What follows belongs to an exercise in optimizing a design on an open flow for small area, a short achievable clock period and few clock cycles; a production flow would make more cautious choices.
At most, simulation tests tie the RTL to the original design; equivalence was not proved.
No activity file was given, so power comes from the tool's default toggle rates.

## lzw_encoder
module lzw_encoder (
    input  wire       clk,
    input  wire       rst,
    input  wire       in_valid,
    output wire       in_ready,
    input  wire [7:0] in_data,
    input  wire       in_last,
    output wire       out_valid,
    input  wire       out_ready,
    output wire [7:0] out_data,
    output wire       out_last,
    output reg        done,
    output reg        err,
    output reg  [8:0] tok_count,
    output reg  [9:0] next_code
);
    localparam DICT_CAP = 384;
    localparam NENT     = DICT_CAP - 256;    
    localparam QD       = 4;                 
    localparam QW       = 2;                 
    reg       h_v, h_l, s_v, s_l;
    reg [7:0] h_d, s_d;
    assign in_ready = !s_v;
    wire in_fire = in_valid && !s_v;
    reg [8:0] pfx [0:NENT-1];    
    reg [7:0] byt [0:NENT-1];
    reg [7:0] ncnt;              
    reg [8:0] cur;               
    reg       have_cur;          
    reg       pend;              
    reg       drain;             
    reg [8:0]    q_code [0:QD-1];
    reg          q_last [0:QD-1];
    reg          q_err  [0:QD-1];
    reg [QW-1:0] q_wp, q_rp;
    reg [QW:0]   q_cnt;
    reg          q_full;         
    reg       hit;
    reg [6:0] hit_idx;
    integer   i;
    always @(*) begin
        hit     = 1'b0;
        hit_idx = 7'd0;
        for (i = 0; i < NENT; i = i + 1) begin
            if ((i < ncnt) && pfx[i] == cur && byt[i] == h_d) begin
                hit     = 1'b1;
                hit_idx = hit_idx | i[6:0];
            end
        end
    end
    wire full = ncnt[7];                        
    wire go   = h_v && !pend && !q_full;        
    wire miss_push = go && !drain && have_cur && !hit;
    wire pend_push = pend && !q_full;
    wire push = pend_push || miss_push;
    wire push_last = pend || full;
    wire push_err  = !pend && full;
    wire pop;    
    always @(posedge clk) begin
        if (go && have_cur && !drain && !full) begin
            pfx[ncnt[6:0]] <= cur;
            byt[ncnt[6:0]] <= h_d;
        end
        if (push) begin
            q_code[q_wp] <= cur;
            q_last[q_wp] <= push_last;
            q_err[q_wp]  <= push_err;
        end
    end
    always @(posedge clk) begin
        if (rst) begin
            h_v <= 1'b0; s_v <= 1'b0;
            have_cur <= 1'b0; pend <= 1'b0; drain <= 1'b0;
  ...
For scale: ~6600 cells after synthesis, about 2300 flip-flops.
Settings: LEC_CHECK=0, ABC_CLOCK_PERIOD_IN_PS=5000, CAP_MARGIN=20, CORE_MARGIN=2, CORE_UTILIZATION=40, SETUP_SLACK_MARGIN=5, SLEW_MARGIN=20; clock period 10.0 ns.
run.sh (not shown) runs the stock make flow with config.mk's settings and CLKGATE_MAP_FILE= SYNTH_SCRIPT=/design/flow/synth_recipe.tcl, a recipe that flattens the netlist after the stock synthesis.
The starting point finished with timing, DRC and antenna clean.
Then changed:
--- a/flow/config.mk
+++ b/flow/config.mk
@@ -8 +7,0 @@
-export ABC_CLOCK_PERIOD_IN_PS = 5000
@@ -12 +10,0 @@
-export SETUP_SLACK_MARGIN = 5
The changed run completed with no timing, DRC or antenna violations.
Final area drops by 4.3%.
Wire length shrinks by 17%.
Worst hold slack is better by 0.014 ns.
Clock power came out lower by 3.8%.
Worst setup slack loses 1.9 ns.
Sequential power is about the same.
No run of this note included a check of the RTL's function; only the layout flow was run.


Another version of the RTL of lzw_encoder (not shown whole).
Size in the first run: ~2,500 flip-flops.
Design lzw_encoder, start of the top module:
module lzw_encoder (
    input  wire       clk,
    input  wire       rst,
    input  wire       in_valid,
    output wire       in_ready,
    input  wire [7:0] in_data,
    input  wire       in_last,
    output wire       out_valid,
    input  wire       out_ready,
    output wire [7:0] out_data,
    output wire       out_last,
    output reg        done,
    output reg        err,
    output reg  [8:0] tok_count,
    output reg  [9:0] next_code
);
Settings: LEC_CHECK=0, CAP_MARGIN=20, CORE_MARGIN=2, CORE_UTILIZATION=40, CTS_BUF_LIST=sky130_fd_sc_hd__clkbuf_16, CTS_CLUSTER_DIAMETER=80, CTS_CLUSTER_SIZE=24, SLEW_MARGIN=20, SETUP_SLACK_MARGIN=6.7; clock period 10.0 ns.
standard.sh (not shown) runs the stock make flow with config.mk's settings and CLKGATE_MAP_FILE= SYNTH_SCRIPT=/design/flow/synth_recipe.tcl, a recipe that flattens the netlist after the stock synthesis.
==> flow/flow/run.sh <==
#!/bin/bash
set -euo pipefail
MARGIN=$(cat flow/margin.txt)
grep -v '^export SETUP_SLACK_MARGIN' config.mk > config.mk.new
echo "export SETUP_SLACK_MARGIN = ${MARGIN}" >> config.mk.new
mv config.mk.new config.mk
bash standard.sh > standard.log 2>&1
==> flow/flow/margin.txt <==
6.7
The baseline finished clean.
Testbench counts at the start, summed over its fixed seeds: cycles 146,039.
Change:
==> flow/flow/margin.txt (replaced) <==
6.5
CTS_BUF_LIST = sky130_fd_sc_hd__clkbuf_8   (was sky130_fd_sc_hd__clkbuf_16)
CTS_CLUSTER_DIAMETER = 60   (was 80)
CTS_CLUSTER_SIZE = 16   (was 24)
SETUP_SLACK_MARGIN = 6.5   (was 6.7)
Power shrinks by 1.6%; non-clock buffer count shrinks by 96; cell count stays flat; clock skew falls by 0.013 ns; maximum frequency hardly moves; count of clock-buffer cells in the layout rises by 90; sequential share of layout area grows by 0.97 points; global-route usage goes down by 1.3 points.
Change:
==> flow/flow/margin.txt (replaced) <==
7.0
CTS_BUF_LIST = sky130_fd_sc_hd__clkbuf_16   (was sky130_fd_sc_hd__clkbuf_8)
CTS_CLUSTER_DIAMETER = 80   (was 60)
CTS_CLUSTER_SIZE = 24   (was 16)
SETUP_SLACK_MARGIN = 7.0   (was 6.5)
Effect: The new run produced a clean layout; design area goes up by 2.0%; hold slack improved by 0.040 ns; total power goes up by 1.4%.


The RTL this note starts from:
==> flow/design.v <==
module lzw_encoder (
    input  wire       clk,
    input  wire       rst,
    input  wire       in_valid,
    output wire       in_ready,
    input  wire [7:0] in_data,
    input  wire       in_last,
    output wire       out_valid,
    input  wire       out_ready,
    output wire [7:0] out_data,
    output wire       out_last,
    output reg        done,
    output reg        err,
    output reg  [8:0] tok_count,
    output reg  [9:0] next_code
);
    localparam DICT_CAP = 384;
    localparam NENT     = DICT_CAP - 256;    
    localparam QD       = 2;                 
    localparam QW       = 1;                 
    reg       h_v, h_l, n_v, n_l, s_v, s_l;
    reg [7:0] h_d, n_d, s_d;
    assign in_ready = !s_v;
    wire in_fire = in_valid && !s_v;
    reg [8:0] pfx [0:NENT-1];    
    reg [7:0] byt [0:NENT-1];
    reg [7:0] ncnt;              
    reg [NENT-1:0] be;           
    reg       be_ok;             
    reg       nm;                
    reg [6:0] nm_idx;            
    reg [8:0] cur;               
    reg       have_cur;          
    reg       pend;              
    reg       drain;             
    reg [8:0]    q_code [0:QD-1];
    reg          q_last [0:QD-1];
    reg          q_err  [0:QD-1];
    reg [QW-1:0] q_wp, q_rp;
    reg [QW:0]   q_cnt;
    reg          q_full;         
    reg       hit;
    reg [6:0] hit_idx;
    integer   i;
    always @(*) begin
        hit     = nm;
        hit_idx = nm ? nm_idx : 7'd0;
        for (i = 0; i < NENT; i = i + 1) begin
            if (be[i] && pfx[i] == cur) begin
                hit     = 1'b1;
                hit_idx = hit_idx | i[6:0];
            end
        end
    end
    wire full = ncnt[7];                        
    wire go   = h_v && !pend && !q_full &&      
                (be_ok || drain || !have_cur);
    wire look = go && !drain && have_cur;       
    wire miss_push = look && !hit;
    wire pend_push = pend && !q_full;
    wire push = pend_push || miss_push;
    wire push_last = pend || full;
    wire push_err  = !pend && full;
    wire pop;    
    wire [7:0] nh    = go ? n_d : h_d;
    wire       nh_ok = go ? n_v : h_v;
    reg [NENT-1:0] be_nx;
    always @(*) begin
        for (i = 0; i < NENT; i = i + 1)
            be_nx[i] = (i < ncnt) && byt[i] == nh;
    end
    wire nm_nx = look && !hit && !full && (cur == {1'b0, h_d}) && (nh == h_d);
    always @(posedge clk) begin
        if (!full) begin
            pfx[ncnt[6:0]] <= cur;
            byt[ncnt[6:0]] <= h_d;
        end
        be     <= be_nx;
        nm_idx <= ncnt[6:0];
        if (!q_full) begin
            q_code[q_wp] <= cur;
            q_last[q_wp] <= push_last;
            q_err[q_wp]  <= push_err;
        end
    end
    wire [QW:0] q_inc = q_cnt + 1'b1;
    wire [QW:0] q_dec = q_cnt - 1'b1;
    wire        q_nf  = (q_cnt == QD - 1);
    always @(posedge clk) begin
        if (rst) begin
            h_v <= 1'b0; n_v <= 1'b0; s_v <= 1'b0;
            be_ok <= 1'b0; nm <= 1'b0;
            have_cur <= 1'b0; pend <= 1'b0; drain <= 1'b0;
            ncnt <= 8'd0;
            q_wp <= {QW{1'b0}}; q_rp <= {QW{1'b0}};
            q_cnt <= {(QW+1){1'b0}}; q_full <= 1'b0;
        end else begin
            if (go) begin
                h_v <= n_v || in_fire;
                if (n_v) begin h_d <= n_d; h_l <= n_l; end
                else     begin h_d <= in_data; h_l <= in_last; end
                n_v <= s_v || (n_v && in_fire);
                if (s_v) begin n_d <= s_d; n_l <= s_l; end
                else     begin n_d <= in_data; n_l <= in_last; end
                s_v <= 1'b0;
            end else if (!h_v) begin
                h_v <= in_fire; h_d <= in_data; h_l <= in_last;
            end else if (!n_v) begin
                n_v <= in_fire; n_d <= in_data; n_l <= in_last;
            end else if (in_fire) begin
                s_v <= 1'b1; s_d <= in_data; s_l <= in_last;
            end
            be_ok <= nh_ok;
            nm    <= nm_nx;
            if (pend) begin
                if (!q_full) pend <= 1'b0;
            end else if (go) begin
                if (drain) begin
                    if (h_l) drain <= 1'b0;
                end else begin
                    cur <= (have_cur && hit) ? {2'b10, hit_idx} : {1'b0, h_d};
                    if (!have_cur) begin
                        if (h_l) pend <= 1'b1;
                        else     have_cur <= 1'b1;
                    end else if (hit) begin
                        if (h_l) begin pend <= 1'b1; have_cur <= 1'b0; ncnt <= 8'd0; end
                    end else if (full) begin
                        have_cur <= 1'b0;
                        ncnt <= 8'd0;
                        if (!h_l) drain <= 1'b1;
                    end else begin
                        if (h_l) begin pend <= 1'b1; have_cur <= 1'b0; ncnt <= 8'd0; end
                        else     ncnt <= ncnt + 8'd1;
                    end
                end
            end
            if (push) q_wp <= q_wp + 1'b1;
            if (pop)  q_rp <= q_rp + 1'b1;
            if (push) begin
                q_cnt  <= pop ? q_cnt : q_inc;
                q_full <= pop ? q_full : q_nf;
            end else begin
                q_cnt  <= pop ? q_dec : q_cnt;
                q_full <= pop ? 1'b0 : q_full;
            end
        end
    end
    reg       a_v, a_l, a_e;
    reg [1:0] a_d2;              
    reg [6:0] a_r;               
    wire      a_take;            
    assign pop = (q_cnt != 0) && (!a_v || a_take);
    wire [8:0] hc = q_code[q_rp];
    wire [1:0] hd2 = (hc >= 9'd300) ? 2'd3 : (hc >= 9'd200) ? 2'd2 :
                     (hc >= 9'd100) ? 2'd1 : 2'd0;
    wire [8:0] hr  = hc - 9'd100 * hd2;
    always @(posedge clk) begin
        if (rst) begin
            a_v <= 1'b0;
        end else if (!a_v || a_take) begin
            a_v  <= (q_cnt != 0);
            a_d2 <= hd2;
            a_r  <= hr[6:0];
            a_l  <= q_last[q_rp];
            a_e  <= q_err[q_rp];
        end
    end
    wire [3:0] c2 = {2'b00, a_d2};
    wire [3:0] c1 = a_r / 10;
    wire [3:0] c0 = a_r % 10;
    reg [15:0] csym;
    reg [2:0]  clen;
    always @(*) begin
        if (a_d2 != 2'd0) begin
            csym = {c2, c1, c0, 4'hC}; clen = 3'd4;
        end else if (a_r >= 7'd10) begin
            csym = {c1, c0, 4'hC, 4'hC}; clen = 3'd3;
        end else begin
            csym = {c0, 4'hC, 4'hC, 4'hC}; clen = 3'd2;
        end
        if (a_l) clen = clen - 3'd1;
    end
    reg        c_v, c_l, c_e;
    reg [15:0] c_sym;
    reg [2:0]  c_len;
    wire       c_take;           
    assign a_take = a_v && (!c_v || c_take);
    always @(posedge clk) begin
        if (rst) begin
            c_v <= 1'b0;
        end else if (!c_v || c_take) begin
            c_v <= a_v;
            c_sym <= csym; c_len <= clen; c_l <= a_l; c_e <= a_e;
        end
    end
    reg        ov, ol;
    reg [7:0]  ob;
    reg [11:0] t_sym;        
    reg [1:0]  t_cnt;
    reg        t_last, t_err;
    reg [8:0]  ctok;         
    reg        newmsg;       
    reg        dwait;        
    assign out_valid = ov;
    assign out_data  = ob;
    assign out_last  = ol;
    wire adv = !ov || out_ready;
    wire blk = (ov && ol) || dwait;
    assign c_take = adv && !blk && (t_cnt == 2'd0) && c_v;
    wire last_fire = ov && out_ready && ol;
    function [7:0] symbyte(input [3:0] s);
        symbyte = {3'b001, s != 4'hC, s};
    endfunction
    always @(posedge clk) begin
        if (rst) begin
            ov <= 1'b0; ol <= 1'b0; t_cnt <= 2'd0;
            newmsg <= 1'b1; ctok <= 9'd0; dwait <= 1'b0;
            done <= 1'b0;
        end else begin
            if (adv) begin
                if (blk) begin
                    ov <= 1'b0;
                end else if (t_cnt != 2'd0) begin
                    ov    <= 1'b1;
                    ob    <= symbyte(t_sym[11:8]);
                    ol    <= t_last && (t_cnt == 2'd1);
                    t_sym <= {t_sym[7:0], 4'h0};
                    t_cnt <= t_cnt - 2'd1;
                end else if (c_v) begin
                    ov     <= 1'b1;
                    ob     <= symbyte(c_sym[15:12]);
                    ol     <= c_l && (c_len == 3'd1);
                    t_sym  <= c_sym[11:0];
                    t_cnt  <= c_len[1:0] - 2'd1;
                    t_last <= c_l;
                    t_err  <= c_e;
                    newmsg <= c_l;
                    ctok   <= newmsg ? 9'd1 : ctok + 9'd1;
                end else begin
                    ov <= 1'b0;
                end
            end
            done <= 1'b0;
            if (last_fire) begin
                err       <= t_err;
                tok_count <= ctok;
                next_code <= {1'b0, ctok} + 10'd255;
                if (t_err && drain) dwait <= 1'b1;
                else                done  <= 1'b1;
            end else if (dwait && !drain) begin
                dwait <= 1'b0;
                done  <= 1'b1;
            end
        end
    end
endmodule
Settings: LEC_CHECK=0, CAP_MARGIN=20, CORE_MARGIN=2, CORE_UTILIZATION=40, CTS_BUF_LIST=sky130_fd_sc_hd__clkbuf_16, CTS_CLUSTER_DIAMETER=80, CTS_CLUSTER_SIZE=24, SLEW_MARGIN=20, SETUP_SLACK_MARGIN=7.0; clock period 10.0 ns.
==> flow/flow/margin.txt <==
7.0
Scripts as last shown in full above: flow/flow/run.sh
The baseline ran to the end with no violations.
Testbench counts at the start, summed over its fixed seeds: cycles 146,039.
Rerun with:
==> flow/flow/margin.txt (replaced) <==
6.5
--- a/flow/config.mk
+++ b/flow/config.mk
@@ -14,2 +14,2 @@
 export SLEW_MARGIN = 20
-export SETUP_SLACK_MARGIN = 7.0
+export SETUP_SLACK_MARGIN = 6.5
What happened: The changed run ran to the end with no violations; setup slack got worse by 0.084 ns; synthesized area stays the same; clock-buffer cell count went up by 4; die area does not change; first-iteration DRC count came out lower by 9.7%.

port drivers added, routing unchanged:
The results above use ideal ports. As a check the final layouts listed here were re-extracted and re-timed, cells and wires unchanged.
Step 1: set_driving_cell puts a clkbuf_16 on clk and a buf_2 on each other input, an assumption about the parent block.
Step 2 times the ports against the registers' clock, not the clock port: input delays grow and output delays shrink by t, the midpoint of the rising clock arrivals with the driver on.
Three values: no drivers, after step 1, after step 2; two values: the first two.
| run | t (ns) | setup slack, ns | worst setup path after step 2 | latest minus earliest clock arrival (ns) | cell pins on the clock port's net |
|---|---|---|---|---|---|
| the first run of note 1 | 0.966 | 4.697 / 4.697 / 4.697 | register to register | 0.073 / 0.074 | 1 |
| the second run of note 1 | 0.952 | 2.846 / 2.846 / 2.846 | register to register | 0.061 / 0.061 | 1 |
| the first run of note 2 | 0.925 | 6.406 / 6.406 / 5.790 | input to register | 0.091 / 0.091 | 1 |
| the second run of note 2 | 1.117 | 6.404 / 6.341 / 5.538 | input to register | 0.076 / 0.076 | 1 |
| the third run of note 2 | 0.933 | 6.413 / 6.413 / 6.214 | input to register | 0.060 / 0.060 | 1 |
| the first run of note 3 | 0.954 | 6.210 / 6.210 / 5.749 | input to register | 0.053 / 0.053 | 1 |
| the second run of note 3 | 0.944 | 6.126 / 6.126 / 5.556 | input to register | 0.048 / 0.047 | 1 |
After both steps setup and hold are still met in every run listed. The setup slack of the second run of note 2, which loses most, moves by -0.063 ns with the drivers and by -0.866 ns with both steps.
